Source: an optimization exercise on an open RTL-to-GDS flow (aim: small area and few clock cycles). Production flows keep margins and buffers that such runs may drop.
Only simulation tests tie the RTL to the original design; equivalence was not proved.
Power is estimated from default activity; no workload was simulated.

==> flow/design.v <==
module ax5031_quant (
    input  wire [13:0] rem,      
    input  wire        bin,      
    output wire        qbit,     
    output wire [13:0] rem_n     
);
    localparam [14:0] DIVISOR = 15'd15625;
    wire [14:0] t = {rem, bin};
    wire [15:0] d = {1'b0, t} - {1'b0, DIVISOR};
    assign qbit  = ~d[15];
    assign rem_n = qbit ? d[13:0] : t[13:0];
endmodule
module ax5031_rtc (
    input  wire        clk,
    input  wire        rst,
    input  wire        cmd_valid,
    output wire        cmd_ready,
    input  wire [39:0] cmd_word,
    output wire        resp_valid,
    input  wire        resp_ready,
    output wire [3:0]  resp_code,
    output reg         resp_sv,
    output wire [7:0]  resp_status,
    output reg  [31:0] resp_data,
    output wire        cs_req,
    output wire        cs_high,
    input  wire        cs_ack,
    input  wire        cs_err,
    output wire        x_req,
    output wire [7:0]  x_tx,
    input  wire        x_ack,
    input  wire        x_err,
    input  wire [7:0]  x_rx
);
    localparam [2:0] P_IDLE = 3'b000,
                     P_RESP = 3'b001,    
                     P_XH   = 3'b010,
                     P_XL   = 3'b011,
                     P_CSL  = 3'b100,
                     P_CSH  = 3'b101,
                     P_REST = 3'b111;
    localparam [2:0] R_OK          = 3'd0,
                     R_BUSFAULT    = 3'd1,
                     R_AR_TIMEOUT  = 3'd2,
                     R_AR_ERROR    = 3'd3,
                     R_UNSUPPORTED = 3'd4,
                     R_UNRECOG     = 3'd5,
                     R_ILLEGAL     = 3'd6;
    reg  [2:0]  ph;
    reg  [2:0]  code;
    reg  [6:0]  a_q;       
    reg         wr_q;      
    reg  [7:0]  d_q;       
    reg         rem13;     
    reg  [5:0]  k;         
    assign resp_code   = {1'b0, code};
    wire a_2x    = (a_q[6:2] == 5'b01000);
    wire a_3x    = (a_q[6:2] == 5'b01100) & (a_q[1:0] != 2'd0);
    wire f_quant = ~resp_sv & wr_q & (a_2x | a_3x);
    wire f_multi = ~resp_sv & (a_2x | (wr_q & a_3x));
    wire f_mod   = ~resp_sv & ~wr_q & (a_q == 7'h10);
    wire f_ar    = ~resp_sv & (a_q[6:1] == 6'b010110) & (~wr_q | a_q[0]);
    wire f_cap   = resp_sv ? ~k[0] : (~wr_q & ~f_ar);
    assign resp_status = resp_sv ? {wr_q, a_q} : 8'h00;
    wire [7:0]  op   = cmd_word[39:32];
    wire [31:0] o    = cmd_word[31:0];
    wire z_hi  = (o[31:16] == 16'd0);
    wire z_mid = (o[15:8] == 8'd0);
    wire z8    = z_hi & z_mid;
    wire z0    = z8 & (o[7:0] == 8'd0);
    wire op_exec = (op == 8'h01), op_gscr = (op == 8'h02), op_sscr = (op == 8'h03),
         op_pwr  = (op == 8'h04), op_pll  = (op == 8'h05), op_sfrq = (op == 8'h06),
         op_gfrq = (op == 8'h07), op_txp  = (op == 8'h08), op_rate = (op == 8'h09),
         op_smod = (op == 8'h0A), op_gmod = (op == 8'h0B), op_frm  = (op == 8'h0C),
         op_enc  = (op == 8'h0D), op_led  = (op == 8'h0E), op_pc1  = (op == 8'h0F),
         op_pc2  = (op == 8'h10), op_txb  = (op == 8'h11), op_ar   = (op == 8'h12);
    wire pwr_ok = (o[3:0] == 4'h0) || (o[3:0] == 4'h4) || (o[3:0] == 4'h5) ||
                  (o[3:0] == 4'hC) || (o[3:0] == 4'hD);
    wire legal =
        (op_exec & z_hi & (o[15] | (o[7:0] == 8'd0))) |
        ((op_gscr | op_gfrq | op_txp | op_gmod | op_pc1 | op_pc2 | op_ar) & z0) |
        ((op_sscr | op_txb | op_smod | op_frm | op_enc) & z8) |
        (op_pwr & z8 & (o[7:4] == 4'd0) & pwr_ok) |
        (op_pll & z8 & (o[7:6] == 2'd0)) |
        op_sfrq | op_rate |
        (op_led & z8 & (o[7:1] == 7'd0));
    wire unsup = (op_smod | op_frm | op_enc) & (o[7:0] != 8'd0);
    wire go    = legal & ~unsup;
    wire [6:0] c_addr =
        (op_exec ? o[14:8] : 7'h00) |
        ((op_gscr | op_sscr) ? 7'h01 : 7'h00) |
        (op_pwr  ? 7'h02 : 7'h00) | (op_pll ? 7'h2C : 7'h00) |
        ((op_sfrq | op_gfrq) ? 7'h20 : 7'h00) | (op_txp ? 7'h30 : 7'h00) |
        (op_rate ? 7'h31 : 7'h00) | ((op_smod | op_gmod) ? 7'h10 : 7'h00) |
        (op_frm  ? 7'h12 : 7'h00) | (op_enc ? 7'h11 : 7'h00) |
        ((op_led | op_pc1) ? 7'h0C : 7'h00) | (op_pc2 ? 7'h0D : 7'h00) |
        (op_txb  ? 7'h05 : 7'h00) | (op_ar ? 7'h2D : 7'h00);
    wire       c_wr = op_exec ? o[15] : ~(op_gscr | op_gfrq | op_gmod | op_pc1 | op_pc2);
    wire [7:0] c_data = o[7:0] | (op_txp ? 8'h0F : 8'h00) | (op_ar ? 8'h08 : 8'h00);
    localparam [13:0] BIAS_LO = 14'd7053;
    wire       v_bit = resp_data[31] ^ (|resp_data[30:13]);
    wire [13:0] rem  = {rem13, resp_data[12:0]};
    wire [13:0] rem0 = {1'b0, o[31:19]} + {13'd0, &o[18:0]};    
    reg        c_bit;
    always @(*) begin
        c_bit = 1'b0;
        if (k >= 6'd42 && k <= 6'd55) c_bit = BIAS_LO[6'd55 - k];
    end
    wire        q_bit;
    wire [13:0] q_rem;
    ax5031_quant u_quant (.rem(rem), .bin(v_bit | c_bit), .qbit(q_bit), .rem_n(q_rem));
    wire       q_ready = k[5] & (k[4:3] >= a_q[1:0]);
    assign cmd_ready  = (ph == P_IDLE) | ((ph == P_RESP) & resp_ready);
    assign resp_valid = (ph == P_RESP);
    assign cs_req    = ph[2];
    assign cs_high   = ph[0];
    assign x_req     = ~ph[2] & ph[1] & (~ph[0] | ~f_quant | q_ready);
    assign x_tx      = ph[0] ? d_q : {wr_q, a_q};
    wire xl_ack = (ph == P_XL) & x_ack;
    wire live   = ph[2] ^ ph[1];     
    wire step   = live & f_quant & (~q_ready | xl_ack);
    always @(posedge clk) begin
        if (rst) begin
            ph <= P_IDLE;
        end else begin
            if (step) begin
                {rem13, resp_data[12:0]} <= q_rem;
                k         <= k + 6'd1;
                d_q       <= {d_q[6:0], q_bit};
                resp_data[31:13] <= {resp_data[30:13], 1'b0};
            end
            case (ph)
                P_IDLE, P_RESP: if (cmd_valid && cmd_ready) begin
                    ph          <= go ? P_CSL : P_RESP;
                    code        <= ~legal ? R_ILLEGAL : unsup ? R_UNSUPPORTED : R_OK;
                    resp_sv     <= go & (op_exec | op_txb);
                    resp_data   <= (op_sfrq | op_rate) ? {~o[18:0], rem0[12:0]} : 32'd0;
                    rem13       <= rem0[13];
                    a_q         <= c_addr;
                    wr_q        <= c_wr;
                    d_q         <= c_data;
                    k           <= {5'b01011, ~op_exec};
                end else if (resp_ready)
                    ph <= P_IDLE;
                P_CSL: if (cs_ack)
                    ph <= cs_err ? P_REST : P_XH;
                P_XH: if (x_ack) begin
                    if (resp_sv)
                        {wr_q, a_q} <= x_rx;
                    ph <= x_err ? P_REST : P_XL;
                end
                P_XL: if (x_ack) begin
                    ph <= x_err ? P_REST : P_CSH;
                    if (f_cap)
                        resp_data <= {resp_data[23:0], x_rx};
                    if (f_mod && x_rx != 8'h00)
                        code <= R_UNRECOG;
                    if (f_multi)
                        a_q[1:0] <= a_q[1:0] + 2'd1;
                    if (f_ar && !wr_q) begin
                        if (x_rx[4]) begin
                            if (resp_data[11:0] == 12'd2999) begin
                                a_q[0]    <= 1'b0;
                                code      <= R_AR_TIMEOUT;
                                resp_data <= 32'd0;
                            end else
                                resp_data[11:0] <= resp_data[11:0] + 12'd1;
                        end else begin
                            a_q[0] <= 1'b0;
                            if (x_rx[5]) begin
                                code      <= R_AR_ERROR;
                                resp_data <= 32'd0;
                            end
                        end
                    end
                end
                P_CSH: if (cs_ack) begin
                    if (!cs_err && ((f_multi && a_q[1:0] != 2'd0) || (f_ar && a_q[0]))) begin
                        ph   <= P_CSL;
                        if (f_ar) begin   
                            wr_q <= 1'b0;
                            d_q  <= 8'h00;
                        end
                    end else begin
                        ph <= P_RESP;
                        if (wr_q && !resp_sv)
                            resp_data[12:0] <= 13'd0;
                    end
                end
                P_REST: if (cs_ack) begin
                    ph <= P_RESP;
                end
                default: ph <= P_IDLE;
            endcase
            if (((ph == P_CSL || ph == P_CSH) && cs_ack && cs_err) ||
                ((ph == P_XH || ph == P_XL) && x_ack && x_err)) begin
                code        <= R_BUSFAULT;
                resp_sv     <= 1'b0;
                resp_data   <= 32'd0;
            end
        end
    end
endmodule
==> flow/config.mk <==
export PLATFORM = sky130hd
export DESIGN_NAME = ax5031_rtc
export DESIGN_NICKNAME = ax5031_rtc
export VERILOG_FILES = /design/flow/design.v
export SDC_FILE = /design/flow/constraint.sdc
export NUM_CORES = 4
export LEC_CHECK = 0
export CAP_MARGIN = 20
export CORE_MARGIN = 2
export CORE_UTILIZATION = 40
export PLACE_DENSITY = 0.6
export SLEW_MARGIN = 20
==> flow/constraint.sdc <==
create_clock -name core_clock -period 10.0 [get_ports {clk}]
set_input_delay 2.0000 -clock core_clock [delete_from_list [all_inputs] [get_ports {clk}]]
set_output_delay 2.0000 -clock core_clock [all_outputs]
set_load 0.01 [all_outputs]
standard.sh (not shown) runs the stock make flow with config.mk's settings and CLKGATE_MAP_FILE= SYNTH_SCRIPT=/design/flow/synth_recipe.tcl, a recipe that flattens the netlist after the stock synthesis.
==> flow/flow/run.sh <==
#!/bin/bash
# Layout flow: the standard ORFS flow, with two changes that leave the
# design and its registers as the standard synthesis makes them:
#  1. after the standard synthesis, the combinational logic between the
#     registers is mapped again with an area-oriented ABC script
#     (remap.abc, run with a few random seeds; the smallest result is kept);
#     flip-flops (names, cell types), tie cells and ports are kept as they are;
#  2. the port buffers are the smallest buffer cell (buf_1);
#  3. clock tree synthesis without dummy loads, with the arguments in
#     cts_args.txt.
# Each tool writes its full output to a log file in this folder.
set -euo pipefail
HERE=$PWD
RES=$HERE/orfs/results/${FLOW_PLATFORM:-sky130hd}/ax5031_rtc/base
LIB=$FLOW_HOME/platforms/sky130hd/lib/sky130_fd_sc_hd__tt_025C_1v80.lib
YOSYS=$(command -v yosys || echo "$FLOW_HOME/../tools/install/yosys/bin/yosys")
export BUFFER_PORTS_ARGS="-buffer_cell sky130_fd_sc_hd__buf_1"
if [[ -f "$HERE/flow/cts_args.txt" ]]; then
  CTS_ARGS=$(tr '\n' ' ' < "$HERE/flow/cts_args.txt")
  export CTS_ARGS
fi

# 1. standard synthesis
bash standard.sh "$RES/1_2_yosys.v" > standard_synth.log 2>&1

# 2. re-map the combinational logic
cp "$RES/1_2_yosys.v" "$HERE/1_2_yosys_standard.v"
KEEP=$(grep -o 'sky130_fd_sc_hd__[a-z0-9_]*' "$HERE/1_2_yosys_standard.v" | sort -u | grep -E '__(e?df|sdf|sedf|dl|conb)' | tr '\n' ' ')
for S in 1 2 3 4; do
  sed "s/@SEED@/$S/" "$HERE/flow/remap.abc" > "remap_$S.abc"
  cat > "remap_$S.ys" <<EOS
read_liberty -ignore_miss_func $LIB
blackbox $KEEP
read_verilog $HERE/1_2_yosys_standard.v
hierarchy -top $FLOW_TOP
flatten
opt_clean -purge
abc -script $HERE/remap_$S.abc -liberty $LIB -dont_use sky130_fd_sc_hd__lpflow_* -dont_use sky130_fd_sc_hd__probe_p_8 -dont_use sky130_fd_sc_hd__probec_p_8
splitnets
opt_clean -purge
hilomap -singleton -hicell sky130_fd_sc_hd__conb_1 HI -locell sky130_fd_sc_hd__conb_1 LO
insbuf -buf sky130_fd_sc_hd__buf_4 A X
opt_clean -purge
read_liberty -lib -ignore_miss_func $LIB
hierarchy -check -top $FLOW_TOP
check -assert
tee -o $HERE/remap_$S.area stat -liberty $LIB
write_verilog -noattr $HERE/1_2_yosys_remap_$S.v
EOS
  "$YOSYS" -s "remap_$S.ys" > "remap_$S.log" 2>&1 &
done
wait || true
BEST=""; BESTA=""
for S in 1 2 3 4; do
  A=$(grep -o "Chip area for module .*: [0-9.]*" "remap_$S.area" 2>/dev/null | awk '{print $NF}')
  [[ -n "$A" && -f "1_2_yosys_remap_$S.v" ]] || continue
  echo "seed $S: $A" >> remap_summary.log
  if [[ -z "$BESTA" ]] || awk "BEGIN{exit !($A < $BESTA)}"; then BEST=$S; BESTA=$A; fi
done
echo "kept seed $BEST ($BESTA)" >> remap_summary.log
[[ -n "$BEST" ]]
cp "1_2_yosys_remap_$BEST.v" "$RES/1_2_yosys.v"

# 3. the rest of the standard flow
bash standard.sh > standard.log 2>&1
==> flow/flow/cts_args.txt <==
-sink_clustering_enable -repair_clock_nets -dont_use_dummy_load -buf_list sky130_fd_sc_hd__clkbuf_8 -sink_clustering_size 40 -sink_clustering_max_diameter 200
Other scripts of this flow, unchanged in this note and not shown: flow/flow/remap.abc
The baseline completed with no timing, DRC or antenna violations.
Testbench counts at the start, summed over its fixed seeds: cycles 89,736.
Change:
--- a/flow/flow/run.sh
+++ b/flow/flow/run.sh
@@ -7,5 +7,3 @@
 #     flip-flops (names, cell types), tie cells and ports are kept as they are;
-#  2. the port buffers are the smallest buffer cell (buf_1);
-#  3. clock tree synthesis without dummy loads, with the arguments in
-#     cts_args.txt.
+#  2. the port buffers are the smallest buffer cell (buf_1).
 # Each tool writes its full output to a log file in this folder.
@@ -17,6 +15,2 @@
 export BUFFER_PORTS_ARGS="-buffer_cell sky130_fd_sc_hd__buf_1"
-if [[ -f "$HERE/flow/cts_args.txt" ]]; then
-  CTS_ARGS=$(tr '\n' ' ' < "$HERE/flow/cts_args.txt")
-  export CTS_ARGS
-fi
 
removed: flow/flow/cts_args.txt
What happened: Total power went up by 38%. Via count went down by 0.93%. Routed wire length went down by 2.3%. Sequential cell count does not change. Worst setup slack is worse by 170 ps. Clock skew went down by 7.2 ps. Clock power went up by 120%.

==> re-timing with driven ports <==
No port has a modelled driver above. Below, the same layouts with a new extraction and two added sets of constraints.
Step 1 (the two cells are an assumption about what drives the block):
set clk [get_ports {clk}]
set_driving_cell -lib_cell sky130_fd_sc_hd__clkbuf_16 $clk
set_driving_cell -lib_cell sky130_fd_sc_hd__buf_2 [delete_from_list [all_inputs] $clk]
Step 2 also shifts input and output timing later by t, the mid clock arrival at the registers, as if the neighbouring blocks saw the same clock.
a / b / c = ideal ports / drivers / drivers and shift; a / b = the first two.
run | t (ns) | slack for setup (ns) | hold slack, ns
the first run | 0.395 | 4.973 / 4.983 / 4.589 | 0.568 / 0.568 / 0.568
the second run | 0.385 | 4.803 / 4.825 / 4.440 | 0.570 / 0.570 / 0.570
After both steps every run listed still meets setup and hold. For the first run, which loses most, drivers alone change the setup slack by +0.010 ns; drivers and shift together by -0.384 ns.
